This is an optimization exercise on Yosys and OpenROAD, whose aim is small area, a short achievable clock period and few clock cycles per item, not a production implementation. At most, simulation tests tie the RTL to the original design; equivalence was not proved.

// vcpu_decoder
module vcpu_decoder (
    input  wire        clk,
    input  wire        rst,         
    input  wire [63:0] in_data,
    input  wire [7:0]  in_oob,
    input  wire [3:0]  in_avail,
    output wire [3:0]  in_take,
    output reg         out_valid,
    output reg         out_ok,
    output reg  [2:0]  out_reason,
    output reg  [4:0]  out_len,
    output reg  [7:0]  out_op,
    output reg  [1:0]  out_size,
    output reg         out_dcr,
    output reg         out_scr,
    output reg  [3:0]  out_d_reg,
    output reg  [2:0]  out_d_mode,
    output wire [7:0]  out_d_xb,
    output reg  [63:0] out_d_val,
    output reg  [3:0]  out_s_reg,
    output reg  [2:0]  out_s_mode,
    output wire [7:0]  out_s_xb,
    output reg  [63:0] out_s_val
);
    localparam [2:0] R_UNKNOWN_OPCODE = 3'd1, R_UNKNOWN_EXT = 3'd2,
                     R_RESERVED_BITS = 3'd3, R_INVALID_ADDR = 3'd4, R_OOB = 3'd5;
    localparam [1:0] F_NONE = 2'd0, F_Z = 2'd1, F_U = 2'd2, F_B = 2'd3;
    localparam [2:0] RO_R = 3'd0, RO_W = 3'd1, RO_CNT = 3'd2, RO_OFF = 3'd3,
                     RO_OFF8 = 3'd4, RO_AW = 3'd5, RO_EA = 3'd6;
    localparam [2:0] ST_OP = 3'd0, ST_B1 = 3'd1, ST_DD = 3'd2, ST_SD = 3'd3,
                     ST_DPAY = 3'd4, ST_SPAY = 3'd5;
    function [1:0] fmt_of(input [7:0] op);
        case (op)
            8'h00, 8'h01, 8'h02, 8'h03: fmt_of = F_Z;
            8'h04, 8'h08, 8'h30, 8'h31,
  ...
For scale: about 170 flip-flops, roughly 260 I/O pins, about 10000 um^2 of cells after synthesis.
==> flow/config.mk <==
export PLATFORM = sky130hd
export DESIGN_NAME = vcpu_decoder
export DESIGN_NICKNAME = vcpu_decoder
export VERILOG_FILES = /design/flow/design.v
export SDC_FILE = /design/flow/constraint.sdc
export NUM_CORES = 4
export LEC_CHECK = 0
export ABC_AREA = 1
export CAP_MARGIN = 20
export CORE_MARGIN = 2
export CORE_UTILIZATION = 40
export SLEW_MARGIN = 20
==> flow/constraint.sdc <==
create_clock -name core_clock -period 5.0 [get_ports {clk}]
set_input_delay 1.0000 -clock core_clock [delete_from_list [all_inputs] [get_ports {clk}]]
set_output_delay 1.0000 -clock core_clock [all_outputs]
set_load 0.01 [all_outputs]
standard.sh (not shown) runs the stock make flow with config.mk's settings and CLKGATE_MAP_FILE= SYNTH_SCRIPT=/design/flow/synth_recipe.tcl, a recipe that flattens the netlist after the stock synthesis.
==> flow/flow/run.sh <==
#!/bin/bash
# The standard layout, with the smallest buffer (buf_1) on every input and
# output port in place of ORFS's default port buffer (clkdlybuf4s50_1); the
# resizer still upsizes any port buffer that timing or slew needs.
set -euo pipefail
export BUFFER_PORTS_ARGS="-buffer_cell sky130_fd_sc_hd__buf_1"
bash standard.sh > standard_flow.log 2>&1
Testbench counts at the start, summed over its fixed seeds: cycles 19,091, insns 13,919.
==> next run, changes <==
--- a/flow/design.v
+++ b/flow/design.v
@@ -110,26 +110,22 @@
     wire [7:0] w [0:7];
     genvar gi;
     generate
         for (gi = 0; gi < 8; gi = gi + 1) begin : g_w
             assign w[gi] = in_data[8*gi +: 8];
         end
     endgenerate
     wire [7:0] o = in_oob;
-    wire [3:0] av = in_avail;
     wire [7:0] a;
-    assign a[0] = av[3] | av[2] | av[1] | av[0];
-    assign a[1] = av[3] | av[2] | av[1];
-    assign a[2] = av[3] | av[2] | (av[1] & av[0]);
-    assign a[3] = av[3] | av[2];
-    assign a[4] = av[3] | (av[2] & (av[1] | av[0]));
-    assign a[5] = av[3] | (av[2] & av[1]);
-    assign a[6] = av[3] | (av[2] & av[1] & av[0]);
-    assign a[7] = av[3];
+    generate
+        for (gi = 0; gi < 8; gi = gi + 1) begin : g_a
+            assign a[gi] = (in_avail > gi);
+        end
+    endgenerate
     assign out_d_xb = out_d_val[7:0];
     assign out_s_xb = out_s_val[7:0];
     wire st_op = (state == ST_OP);
     wire st_dp = (state == ST_DPAY);
     wire st_sp = (state == ST_SPAY);
     wire [1:0] h_fmt   = fmt_of(w[0]);
     wire       h_isZ   = (h_fmt == F_Z);
     wire       h_isU   = (h_fmt == F_U);
@@ -211,22 +207,23 @@
             fl = {7'd0, r_srr && w[0][3]};
             en = {r_lso[4], 3'd0, r_lso[3], 1'b0, r_lso[2], r_lso[1]};
         end else begin
             fl = {7'd0, s_bad};
             en = 8'b0000_0001;
         end
     end
     wire [7:0] stop = fl | o | en;
+    wire [7:0] z    = stop | ~a;
     reg  [7:0] f;            
     integer k;
     always @(*) begin
         f = 8'd0;
         for (k = 7; k >= 0; k = k - 1)
-            if (stop[k]) f = 8'd1 << k;
+            if (z[k]) f = 8'd1 << k;
     end
     wire       go    = |(f & a);                  
     wire       go_w  = go && wide;                
     wire       ser   = !go && a[0];               
     wire       fails = |(f & a & (fl | o));
     reg [3:0] take;
     always @(*) begin
         take = {3'd0, ser};
@@ -346,23 +343,22 @@
         for (j = 0; j < 8; j = j + 1) begin
             d_en[j] = st_op || dp_w || (dp_s && (cnt == j + 1 || cnt == r_ld));
             s_en[j] = st_op || sp_w || (sp_s && (cnt == j + 1 || cnt == r_ls));
             n_dval[8*j +: 8] = d_b[j] | ({8{dp_s && (cnt == j + 1)}} & w[0]);
             n_sval[8*j +: 8] = s_b[j] | ({8{sp_s && (cnt == j + 1)}} & w[0]);
         end
     end
     wire [4:0] len_base = st_op ? 5'd0 : out_len;
-    reg  [3:0] n_tk;
+    reg  [4:0] n_len;
     always @(*) begin
-        n_tk = 4'd1;
+        n_len = len_base + 5'd1;
         for (k = 0; k < 8; k = k + 1)
-            if (f[k] && a[k]) n_tk = k + 1;
+            if (f[k] && a[k]) n_len = len_base + k + 1;
     end
-    wire [4:0] n_len = len_base + {1'b0, n_tk};
     wire ld_b1 = (state == ST_B1) && a[0];
     wire ld_dd = (state == ST_DD) && a[0];
     wire ld_sd = (state == ST_SD) && a[0];
     always @(posedge clk) begin
         for (k = 0; k < 8; k = k + 1) begin
             out_d_val[8*k +: 8] <= n_dval[8*k +: 8] | ({8{!d_en[k]}} & out_d_val[8*k +: 8]);
             out_s_val[8*k +: 8] <= n_sval[8*k +: 8] | ({8{!s_en[k]}} & out_s_val[8*k +: 8]);
         end
Result:
- register-to-register slack improves by 350 ps
- synthesized area grows by 7.3%
- via count grows by 6.5%
- utilization shrinks by 0.38 points
- synthesized cell count grows by about 8%
- cell count grows by about 6%
- worst hold slack hardly moves
- final area grows by 6.2%
- worst setup slack improves by 19 ps
- wire length grows by about 7.5%
- critical path depth does not change
Testbench counts after the change, summed over its fixed seeds: cycles 19,091, insns 13,919.

========
vcpu_decoder, a different RTL version from the one above (not shown whole).
For scale: about 1200 cells after synthesis, about 260 I/O pins.
Settings: LEC_CHECK=0, CAP_MARGIN=20, CORE_MARGIN=2, CORE_UTILIZATION=40, SLEW_MARGIN=20; clock period 5.0 ns.
run.sh (not shown) runs the stock make flow with config.mk's settings and CLKGATE_MAP_FILE= SYNTH_SCRIPT=/design/flow/synth_recipe.tcl, a recipe that flattens the netlist after the stock synthesis.
Stock flow here: none of the scripts above is used.
The starting point ran to the end with no violations.
Testbench counts at the start, summed over its fixed seeds: cycles 19,091, insns 13,919.
Rerun with:
--- a/flow/design.v
+++ b/flow/design.v
@@ -332,44 +332,39 @@
                | ({8{sp_w && r_sn4}} & w[3]) | ({8{sp_w && r_sn8}} & w[7]);
         s_b[1] = s_b[1] | ({8{sp_w && r_sn2}} & w[0]) | ({8{sp_w && r_sn4}} & w[2])
                | ({8{sp_w && r_sn8}} & w[6]);
         s_b[2] = s_b[2] | ({8{sp_w && r_sn4}} & w[1]) | ({8{sp_w && r_sn8}} & w[5]);
         s_b[3] = s_b[3] | ({8{sp_w && r_sn4}} & w[0]) | ({8{sp_w && r_sn8}} & w[4]);
         for (j = 4; j < 8; j = j + 1)
             s_b[j] = s_b[j] | ({8{sp_w && r_sn8}} & w[7 - j]);
     end
     reg [63:0] n_dval, n_sval;
+    reg [7:0]  d_en, s_en;
     always @(*) begin
         for (j = 0; j < 8; j = j + 1) begin
-            if (dp_s && (cnt == j + 1))
-                n_dval[8*j +: 8] = w[0];
-            else if ((dp_s && cnt == r_ld) || st_op || dp_w)
-                n_dval[8*j +: 8] = d_b[j];
-            else
-                n_dval[8*j +: 8] = out_d_val[8*j +: 8];
-            if (sp_s && (cnt == j + 1))
-                n_sval[8*j +: 8] = w[0];
-            else if ((sp_s && cnt == r_ls) || st_op || sp_w)
-                n_sval[8*j +: 8] = s_b[j];
-            else
-                n_sval[8*j +: 8] = out_s_val[8*j +: 8];
+            d_en[j] = st_op || dp_w || (dp_s && (cnt == j + 1 || cnt == r_ld));
+            s_en[j] = st_op || sp_w || (sp_s && (cnt == j + 1 || cnt == r_ls));
+            n_dval[8*j +: 8] = d_b[j] | ({8{dp_s && (cnt == j + 1)}} & w[0]);
+            n_sval[8*j +: 8] = s_b[j] | ({8{sp_s && (cnt == j + 1)}} & w[0]);
         end
     end
     wire [4:0] len_base = st_op ? 5'd0 : out_len;
     reg  [4:0] n_len;
     always @(*) begin
         n_len = len_base + 5'd1;
         for (k = 0; k < 8; k = k + 1)
             if (f[k] && a[k]) n_len = len_base + k + 1;
     end
     always @(posedge clk) begin
-        out_d_val <= n_dval;
-        out_s_val <= n_sval;
+        for (k = 0; k < 8; k = k + 1) begin
+            if (d_en[k]) out_d_val[8*k +: 8] <= n_dval[8*k +: 8];
+            if (s_en[k]) out_s_val[8*k +: 8] <= n_sval[8*k +: 8];
+        end
         cnt       <= n_cnt;
         if (a[0])
             out_len <= n_len;
         out_ok     <= !fails;
         out_reason <= w_rsn;
         case (state)
             ST_OP: begin
                 out_op     <= w[0];
                 out_size   <= w[1][1:0];
Outcome:
- die area decreases by 4.5%
- count of clock-buffer cells in the layout is unchanged
- cell count went down by about 2%
- non-clock buffer count is lower by 3
- sequential cell count is unchanged
- register-to-register slack is better by 90 ps
Only the layout flow was run in the second run of this note; the RTL was not checked for function there.

[re-timing with driven ports]
The results above use ideal ports. As a check the final layouts listed here were re-extracted and re-timed, cells and wires unchanged.
Step 1: set_driving_cell puts a clkbuf_16 on clk and a buf_2 on each other input, an assumption about the parent block.
Step 2, shift: input delay + t, output delay - t, t = (earliest + latest rising clock arrival at the registers) / 2. This alone moves slack from input paths to output paths.
Slacks: ideal / step 1 / step 2; pairs: ideal / step 1.
| run | t, ns | setup slack, ns | latest minus earliest clock arrival (ns) | cell pins on the clock port's net |
|---|---|---|---|---|
| the first run of note 1 | 0.491 | 0.245 / 0.214 / 0.138 | 0.022 / 0.022 | 1 |
| the second run of note 1 | 0.497 | 0.264 / 0.241 / 0.241 | 0.024 / 0.023 | 1 |
| the first run of note 2 | 0.499 | 0.084 / 0.056 / -0.319 | 0.020 / 0.020 | 1 |
| the second run of note 2 | 0.501 | 0.130 / 0.076 / 0.119 | 0.018 / 0.018 | 1 |
With both steps, setup timing fails in the first run of note 2, where it was met with ideal ports. The setup slack of the first run of note 2, which loses most, moves by -0.028 ns with the drivers and by -0.403 ns with both steps.
